From an optimization exercise on the open Yosys and OpenROAD flow, aimed at small area, a short achievable clock period and few clock cycles per item; shortcuts taken in it are not production practice.
Function was checked by simulation only, so behaviour that the tests miss may differ from the original.

===== design.v =====
module cdh26_hill (
    input             clk,
    input             rst,
    input             cmd_valid,
    output reg        cmd_ready,
    input      [1:0]  cmd_op,
    input      [15:0] cmd_len,
    input      [31:0] k00,
    input      [31:0] k01,
    input      [31:0] k10,
    input      [31:0] k11,
    input             in_valid,
    output reg        in_ready,
    input      [7:0]  in_data,
    output reg        out_valid,
    output     [7:0]  out_data,
    output reg        done,
    output reg [1:0]  err,
    output     [15:0] olen,
    output reg [63:0] det,
    output reg [4:0]  detm,
    output reg [4:0]  dinv,
    output     [4:0]  ki00,
    output     [4:0]  ki01,
    output     [4:0]  ki10,
    output     [4:0]  ki11,
    output reg        kiv
);
    localparam OP_MDET = 2'd0, OP_MINV = 2'd1, OP_HENC = 2'd2, OP_HDEC = 2'd3;
    localparam [4:0] FILLER = 5'd10;
    function [4:0] add26;
        input [4:0] a;
        input [4:0] b;
        reg [5:0] s;
        begin
            s = a + b;
            add26 = (s >= 6'd26) ? s - 6'd26 : s[4:0];
        end
    endfunction
    function [4:0] red26;
        input [10:0] x;
        reg [8:0] y;
        reg [6:0] z;
        begin
            y = {3'b0, x[5:0]} + x[10:6] * 4'd12;           
            z = {1'b0, y[5:0]} + y[8:6] * 4'd12;            
            if (z >= 7'd104)     red26 = z - 7'd104;
            else if (z >= 7'd78) red26 = z - 7'd78;
            else if (z >= 7'd52) red26 = z - 7'd52;
            else if (z >= 7'd26) red26 = z - 7'd26;
            else                 red26 = z[4:0];
        end
    endfunction
    function [4:0] inv26;
        input [4:0] d;
        begin
            case (d)
                5'd1:  inv26 = 5'd1;
                5'd3:  inv26 = 5'd9;
                5'd5:  inv26 = 5'd21;
                5'd7:  inv26 = 5'd15;
                5'd9:  inv26 = 5'd3;
                5'd11: inv26 = 5'd19;
                5'd15: inv26 = 5'd7;
                5'd17: inv26 = 5'd23;
                5'd19: inv26 = 5'd11;
                5'd21: inv26 = 5'd5;
                5'd23: inv26 = 5'd17;
                5'd25: inv26 = 5'd25;
                default: inv26 = 5'd0;
            endcase
        end
    endfunction
    function [4:0] pw4;
        input [3:0] s;
        begin
            case (s)
                4'd0:  pw4 = 5'd1;
                4'd1, 4'd7, 4'd13:  pw4 = 5'd4;
                4'd2, 4'd8, 4'd14:  pw4 = 5'd16;
                4'd3, 4'd9, 4'd15:  pw4 = 5'd12;
                4'd4, 4'd10: pw4 = 5'd22;
                4'd5, 4'd11: pw4 = 5'd10;
                default:     pw4 = 5'd14;    
            endcase
        end
    endfunction
    localparam S_IDLE = 2'd0, S_PRE = 2'd1, S_TXT = 2'd2, S_POST = 2'd3;
    reg [1:0]  st;
    reg [5:0]  p;           
    reg [1:0]  op;
    reg        cpa;         
    wire [4:0] bidx = p[4:0];
    wire [3:0] didx = p[3:0];
    reg        dsel, csel;              
    reg [1:0]  dg0, dg1, dg2, dg3;      
    reg        S32;
    wire [32:0] S = {S32, det[63:32]};    
    reg [32:0] C;
    wire       mlast = (p == 6'd32);
    wire [31:0] rowA, rowB;
    genvar j;
    generate
        for (j = 0; j < 31; j = j + 1) begin : g_rows
            assign rowA[j] = dsel & (k00[j] ^ mlast);
            assign rowB[j] = csel & ~(k01[j] ^ mlast);
        end
    endgenerate
    assign rowA[31] = ~(dsel & (k00[31] ^ mlast));
    assign rowB[31] = ~(csel & ~(k01[31] ^ mlast));
    wire       inj = mlast ? dsel : csel;
    wire [33:0] s1, c1, s2, c2;
    assign c1[0] = inj;
    assign c2[0] = 1'b0;
    generate
        for (j = 0; j < 33; j = j + 1) begin : g_csa
            wire a_j = (j < 32) ? rowA[j] : 1'b0;
            wire b_j = (j < 32) ? rowB[j] : 1'b0;
            assign s1[j]   = S[j] ^ C[j] ^ a_j;
            assign c1[j+1] = (S[j] & C[j]) | (S[j] & a_j) | (C[j] & a_j);
            assign s2[j]   = s1[j] ^ c1[j] ^ b_j;
            assign c2[j+1] = (s1[j] & c1[j]) | (s1[j] & b_j) | (c1[j] & b_j);
        end
    endgenerate
    assign s1[33] = 1'b0;
    assign s2[33] = c1[33];
    wire [31:0] dhi = S[31:0] + C[31:0] + 32'd1;
    reg [4:0] m00, m01, m10, m11;       
    assign ki00 = m00;
    assign ki01 = m01;
    assign ki10 = m10;
    assign ki11 = m11;
    wire [3:0] ms = p[3:0] - 4'd1;      
    wire [4:0] g1 = pw4(ms);
    wire [4:0] g2 = add26(g1, g1);
    wire [4:0] g3 = add26(g2, g1);
    function [4:0] dterm;
        input [1:0] dd;
        input [4:0] a1, a2, a3;
        begin
            case (dd)
                2'd0: dterm = 5'd0;
                2'd1: dterm = a1;
                2'd2: dterm = a2;
                default: dterm = a3;
            endcase
        end
    endfunction
    wire [4:0] t0 = dterm(dg0, g1, g2, g3);
    wire [4:0] t1 = dterm(dg1, g1, g2, g3);
    wire [4:0] t2 = dterm(dg2, g1, g2, g3);
    wire [4:0] t3 = dterm(dg3, g1, g2, g3);
    wire       negc = (op != OP_HENC);
    wire [4:0] t2n = (negc && t2 != 5'd0) ? 5'd26 - t2 : t2;
    reg  [4:0] x0, y0, x1, y1;
    reg        e0, e1, sub;
    wire [9:0] pr0 = e0 ? x0 * y0 : 10'd0;
    wire [9:0] pr1 = e1 ? x1 * y1 : 10'd0;
    wire [10:0] dsum = sub ? ({1'b0, pr0} + 11'd650 - {1'b0, pr1}) : ({1'b0, pr0} + {1'b0, pr1});
    wire [4:0] w = red26(dsum);
    reg [15:0] rem;
    reg        lq_v;
    reg [4:0]  lq_i;
    reg        have_v0, ph2;
    reg [4:0]  v0, v1;
    reg [14:0] npair;
    reg [4:0]  od;
    assign out_data = {3'b010, od};
    assign olen = {npair, 1'b0};
    wire take = in_valid & in_ready;
    wire in_letter = (in_data[7:6] == 2'b01) && (in_data[4:0] != 5'd0) && (in_data[4:0] <= 5'd26);
    wire [4:0] in_idx = in_data[4:0] - 5'd1;
    wire txt   = (st == S_TXT);
    wire pairA = txt & lq_v & have_v0 & ~ph2;
    wire fill  = txt & ~lq_v & have_v0 & ~ph2 & (rem == 16'd0) & (op == OP_HENC);
    wire fin   = txt & ~lq_v & (rem == 16'd0) & ~(have_v0 & (op == OP_HENC));
    wire k_detm = (st == S_PRE) && (p == 6'd17);
    wire k_dinv = (st == S_PRE) && (p == 6'd18);
    wire k_i00  = (st == S_PRE) && (p == 6'd19);
    wire k_i11  = (st == S_PRE) && (p == 6'd20);
    wire k_i01  = (st == S_PRE) && (p == 6'd21);
    wire k_i10  = (st == S_PRE) && (p == 6'd22);
    always @* begin
        x0 = m00; y0 = v0; x1 = m01; y1 = lq_i; e0 = 1'b1; e1 = 1'b1; sub = 1'b0;
        if (st == S_PRE) begin
            y0 = m11; y1 = m10;
            if (k_i00) begin e0 = 1'b0; x1 = m11; y1 = dinv; end
            if (k_i11) begin y0 = dinv; e1 = 1'b0; end
            if (k_i01) begin e0 = 1'b0; y1 = dinv; sub = 1'b1; end
            if (k_i10) begin x0 = m10; y0 = dinv; e1 = 1'b0; end
        end else if (ph2) begin
            x0 = m10; x1 = m11; y1 = v1;
        end else if (fill) begin
            y1 = FILLER;
        end
    end
    wire supp = (op == OP_HDEC) & ~kiv;     
    wire acc  = (st == S_PRE) & cmd_ready;   
    wire mstep = (st == S_PRE) && (p != 6'd0) && (p <= 6'd32);
    wire rstep = (st == S_PRE) && (p != 6'd0) && (p <= 6'd16);
    always @(posedge clk) begin
        dsel <= k11[bidx];
        csel <= k10[bidx];
        dg0  <= k00[{didx, 1'b1} -: 2];
        dg1  <= k01[{didx, 1'b1} -: 2];
        dg2  <= k10[{didx, 1'b1} -: 2];
        dg3  <= k11[{didx, 1'b1} -: 2];
        lq_i <= in_idx;
    end
    always @(posedge clk) begin
        if (st == S_IDLE) begin
            {S32, det[63:32]} <= 33'd0;
            C <= 33'd0;
        end else if (mstep) begin
            {S32, det[63:32]} <= s2[33:1];
            C <= c2[33:1];
            det[31:0] <= {s2[0], det[31:1]};
        end else if (cpa) begin
            det[63:32] <= dhi;
        end
    end
    always @(posedge clk) begin
        if (st == S_IDLE) begin
            m00 <= k00[31] ? 5'd4 : 5'd0;
            m01 <= k01[31] ? 5'd4 : 5'd0;
            m10 <= k10[31] ? ((cmd_op != OP_HENC) ? 5'd22 : 5'd4) : 5'd0;
            m11 <= k11[31] ? 5'd4 : 5'd0;
        end else if (rstep) begin
            m00 <= add26(m00, t0);
            m01 <= add26(m01, t1);
            m10 <= add26(m10, t2n);
            m11 <= add26(m11, t3);
        end else begin
            if (k_i11) begin m11 <= w; m00 <= v1; end
            if (k_i01) m01 <= w;
            if (k_i10) m10 <= w;
        end
    end
    always @(posedge clk) begin
        if (k_detm) detm <= w;
        if (k_dinv) begin
            dinv <= inv26(detm);
            kiv  <= detm[0] && (detm != 5'd13);
        end
    end
    always @(posedge clk) begin
        done      <= 1'b0;
        out_valid <= 1'b0;
        cmd_ready <= 1'b0;
        cpa       <= 1'b0;
        lq_v      <= take & in_letter;
        if (rst) begin
            st        <= S_IDLE;
            p         <= 6'd0;
            in_ready  <= 1'b0;
            have_v0   <= 1'b0;
            ph2       <= 1'b0;
            lq_v      <= 1'b0;
        end else begin
            case (st)
                S_IDLE: begin
                    p  <= 6'd0;
                    op <= cmd_op;
                    if (cmd_valid) begin
                        st <= S_PRE;
                        p  <= 6'd1;
                    end
                end
                S_PRE: begin
                    p <= p + 6'd1;
                    if (cmd_valid && ((op == OP_HENC) ? (p == 6'd16) : (p == 6'd31)))
                        cmd_ready <= 1'b1;
                    if (acc) begin
                        rem      <= cmd_len;
                        npair    <= 15'd0;
                        have_v0  <= 1'b0;
                        ph2      <= 1'b0;
                        cpa      <= (op != OP_HENC);
                        if (op[1]) begin
                            in_ready <= (cmd_len != 16'd0);
                            st       <= S_TXT;
                        end else begin
                            st       <= S_POST;
                        end
                    end else if (!cmd_valid) begin
                        st <= S_IDLE;
                        p  <= 6'd0;
                    end
                end
                S_POST: begin
                    p     <= 6'd0;
                    done  <= 1'b1;
                    err   <= (op == OP_MINV && !kiv) ? 2'd1 : 2'd0;
                    st    <= S_IDLE;
                end
                default: begin   
                    p <= 6'd0;
                    if (take) begin
                        rem      <= rem - 16'd1;
                        in_ready <= (rem != 16'd1);
                    end
                    if (lq_v && !have_v0) begin
                        v0      <= lq_i;
                        have_v0 <= 1'b1;
                    end
                    if (ph2) begin
                        od        <= w + 5'd1;
                        out_valid <= !supp;
                        ph2       <= 1'b0;
                    end else if (pairA || fill) begin
                        od        <= w + 5'd1;
                        out_valid <= !supp;
                        v1        <= fill ? FILLER : lq_i;
                        ph2       <= 1'b1;
                        have_v0   <= 1'b0;
                        if (!supp) npair <= npair + 15'd1;
                    end
                    if (fin) begin
                        done     <= 1'b1;
                        st       <= S_IDLE;
                        in_ready <= 1'b0;
                        have_v0  <= 1'b0;
                        if (op == OP_HDEC && (!kiv || have_v0)) begin
                            err   <= kiv ? 2'd2 : 2'd1;
                            npair <= 15'd0;
                        end else begin
                            err   <= 2'd0;
                        end
                    end
                end
            endcase
        end
        if (k_i00) v1 <= w;
    end
endmodule

===== run.sh =====
#!/bin/bash
# synth_recipe.tcl (not shown) runs the flow's synth.tcl, then flattens the netlist and writes it again
# the make line also repeats each setting of config.mk as NAME=value (left out here)
make -C /OpenROAD-flow-scripts/flow DESIGN_CONFIG=/design/flow/config.mk WORK_HOME=/design/flow/orfs CLKGATE_MAP_FILE= SYNTH_SCRIPT=/design/flow/synth_recipe.tcl finish

===== config.mk =====
export PLATFORM = sky130hd
export DESIGN_NAME = cdh26_hill
export DESIGN_NICKNAME = cdh26_hill
export VERILOG_FILES = /design/flow/design.v
export SDC_FILE = /design/flow/constraint.sdc
export NUM_CORES = 4
export LEC_CHECK = 0
export CAP_MARGIN = 20
export CORE_MARGIN = 2
export CORE_UTILIZATION = 40
export SLEW_MARGIN = 20

===== constraint.sdc =====
create_clock -name core_clock -period 20.0 [get_ports {clk}]
set_input_delay 4.0000 -clock core_clock [delete_from_list [all_inputs] [get_ports {clk}]]
set_output_delay 4.0000 -clock core_clock [all_outputs]
set_load 0.01 [all_outputs]

==> flow_summary.json <==
{
  "status": "no timing/DRC/antenna violations",
  "rsz0062_at_grt": "false",
  "netlist_top_cells_area": "edfxtp_1 (17%), ha_1 (11%), dfxtp_1 (9.6%)",
  "start_util_pct": 40.4,
  "maxSlewHeadroom_pct": 33.2,
  "post_cts_resized": 0,
  "setup_viol": 0,
  "synth_top_cell_area_share_pct": 16.8,
  "drt_pass1_iterations": 5,
  "worstSetupPathType": "flip-flop to flip-flop",
  "cts_buffers": 26,
  "maxCapViolations": 0,
  "core_area_um2": 50000,
  "tns_ns": 0,
  "syn_to_final_growth_pct": 21.2,
  "fin_ws_ns": 6.88,
  "dp.cells": 3058,
  "drcViolationCount": 0,
  "grt_pass1_vias": 17200,
  "ant_nets": 0,
  "clock_skew_ns": 0.0382,
  "dr_total_vias": 16900,
  "hold_class": "flip-flop to flip-flop",
  "insertion_delay_ns": 0.57,
  "yosysMostFrequentCell": "nand2_1",
  "arrival_ns": 13.51,
  "layout-drive-gt1-share_pct": 6.74,
  "hpwl_mm": 46.2,
  "io_buffers": 277,
  "required_ns": 20.38,
  "antenna_found_initial": 4,
  "wire_per_inst_um": 19.1,
  "crit_path_end_kind": "flip-flop",
  "layout.nets": 2846,
  "routed_via_density": 5.43,
  "grt_pass1_wl_mm": 94.2,
  "place.gp.congestion": 0.925,
  "grt_max_degree": 83,
  "ys_types": 86,
  "die_h_um": 229,
  "die_w_um": 229,
  "ys.warnings.count": 1,
  "cts_hold_buf": 0,
  "cpMostUsedCell": "ha_1",
  "clk_pin_slew_worst_paths_ns": 0.06,
  "async_flop_share_pct": 0,
  "clk_root_buffer_cell": "clkbuf_16",
  "yosys_register_bits": 210,
  "tightest_slew_ns": 1.00,
  "syn_inst": 2188,
  "clockBufferDepth": 3,
  "syn_avg_cell_area_um2": 9.23,
  "crit_fanout": 60,
  "cts_tree": "built",
  "synth_edf_count": 113,
  "grt.total_usage_pct": 22.4,
  "final_cells": 3107,
  "synth_area_um2": 20200,
  "preCtsSetupSlack_ns": 6.89,
  "wl_mm": 59.2,
  "netlist_top_cells_count": "nand2_1 (256), ha_1 (180), nor2_1 (177), a21oi_1 (165), xnor2_1 (135)",
  "post-route-util_pct": 49.0,
  "min_period_over_period_pct": 65.6,
  "dieArea_um2": 52300,
  "synth_top_area_cell": "edfxtp_1",
  "min_period_ns": 13.12,
  "htreeDepth": 1,
  "drtIter0Drc": 969,
  "yosysSeqAreaShare_pct": 26.4,
  "rows": 82,
  "finalMaxSlewViolations": 0,
  "clkSinkCount": 210,
  "postCtsSetupBuffers": 0,
  "crit_path_start_kind": "flip-flop",
  "ys.flop_type": "edfxtp_1",
  "globalRouteOverflowTotal": 0,
  "cpPeakStageDelay_ns": 0.96,
  "finalHoldViolations": 0,
  "max_freq_mhz": 76.2,
  "ios": 283,
  "n_fill_cell": 4748,
  "crit_slowest_cell": "dfxtp_4"
}
per-layer routing:
layer | wire length, µm | part of all wire [%] | global-route usage, %
met5 | 35 | 0.059 | 0
met4 | 1840 | 3.1 | 6.94
met3 | 3940 | 6.6 | 4.65
met1 | 25000 | 42 | 28.5
met2 | 28400 | 48 | 38.2
final cells by class:
class	instances	area (µm²)	area share, %
repair buffers	293	2890	11.8
flip-flops and latches	210	5340	21.8
clock inverters	16	175	0.715
clock buffers	32	704	2.88
diodes	1	2.50	0.0102
inverters	128	480	1.96
well taps	672	841	3.43
multi-input cells	1755	14100	57.4
layout by cell type (no fill, tap or decap), drive strengths merged, types with 15 or more instances in the layout:
cell type        n
a211oi          47
a21o            52
a21oi          165
and2            71
and3            20
buf             16
clkbuf          32
clkdlybuf4s50  277
dfxtp           97
edfxtp         113
fa              94
ha             180
inv            128
mux2i           41
mux4            58
nand2          256
nand2b          28
nand3           28
nor2           178
nor2b           25
nor3            37
o211ai          17
o21ai           98
o21bai          16
o31ai           15
or3             17
xnor2          136
xor2            46
cell families (layout without fill, tap and decap cells):
family / count (synthesis) / count (layout) / synth area share, %
simple gates: 706 / 706 / 16.6
mux: 109 / 109 / 9.05
buf+inv: 225 / 469 / 4.30
xor+xnor: 183 / 183 / 8.09
fa+ha+maj: 274 / 274 / 20.5
flops: 210 / 210 / 26.4
other cells: 2 / 5 / 0.0372
compound gates: 479 / 479 / 15.1
critical path, delay by kind of cell (launching register included):
family          cells  cell delay, ns
buf+inv             3            0.34
simple gates       12            2.36
xor+xnor            4            1.00
compound gates     11            2.99
fa+ha+maj          14            5.26
flops               1            0.96
final timing paths:
check / start / end / slack (ns) / cells after the start
worst max-delay path: p[0] / m01[2] / 6.88 / 44
worst min-delay path: lq_i[2] / v0[2] / 0.43 / 0
worst max register to register: p[0] / m01[2] / 6.88 / 44
worst min register to register: lq_i[2] / v0[2] / 0.43 / 0
metrics by stage:
stage / instance area [µm²] / hold WS, ns
2_1_floorplan: 20200 / 0.408
3_3_place_gp: 23600 / 0.427
3_5_place_dp: 23600 / 0.421
4_1_cts: 24500 / 0.435
5_1_grt: 24500 / 0.450
6_report: 24500 / 0.434
state kept, by name (all words and copies together) (netlist names), 6 cells and up:
signal  flops
rem        16
det        64
p           6
C          33
npair      15
Testbench counts, summed over its fixed seeds: cycles 25,403, commands 480.

-- separate check: timing with driven ports --
The results above use ideal ports. As a check the final layout listed here was re-extracted and re-timed, cells and wires unchanged. Step 1 (the two cells are an assumption about what drives the block):
set clk [get_ports {clk}]
set_driving_cell -lib_cell sky130_fd_sc_hd__clkbuf_16 $clk
set_driving_cell -lib_cell sky130_fd_sc_hd__buf_2 [delete_from_list [all_inputs] $clk]
Step 2 times the ports against the registers' clock, not the clock port: input delays grow and output delays shrink by t, the midpoint of the rising clock arrivals with the driver on. Three values: no drivers, after step 1, after step 2; two values: the first two.
shift t [ns]: 0.613
setup WS [ns]: 6.875 / 6.875 / 6.875
worst data-port slew with drivers (ns): 0.12
After both steps setup and hold are still met in this run. The setup slack of this run moves by 0.000 ns with the drivers and by 0.000 ns with both steps.
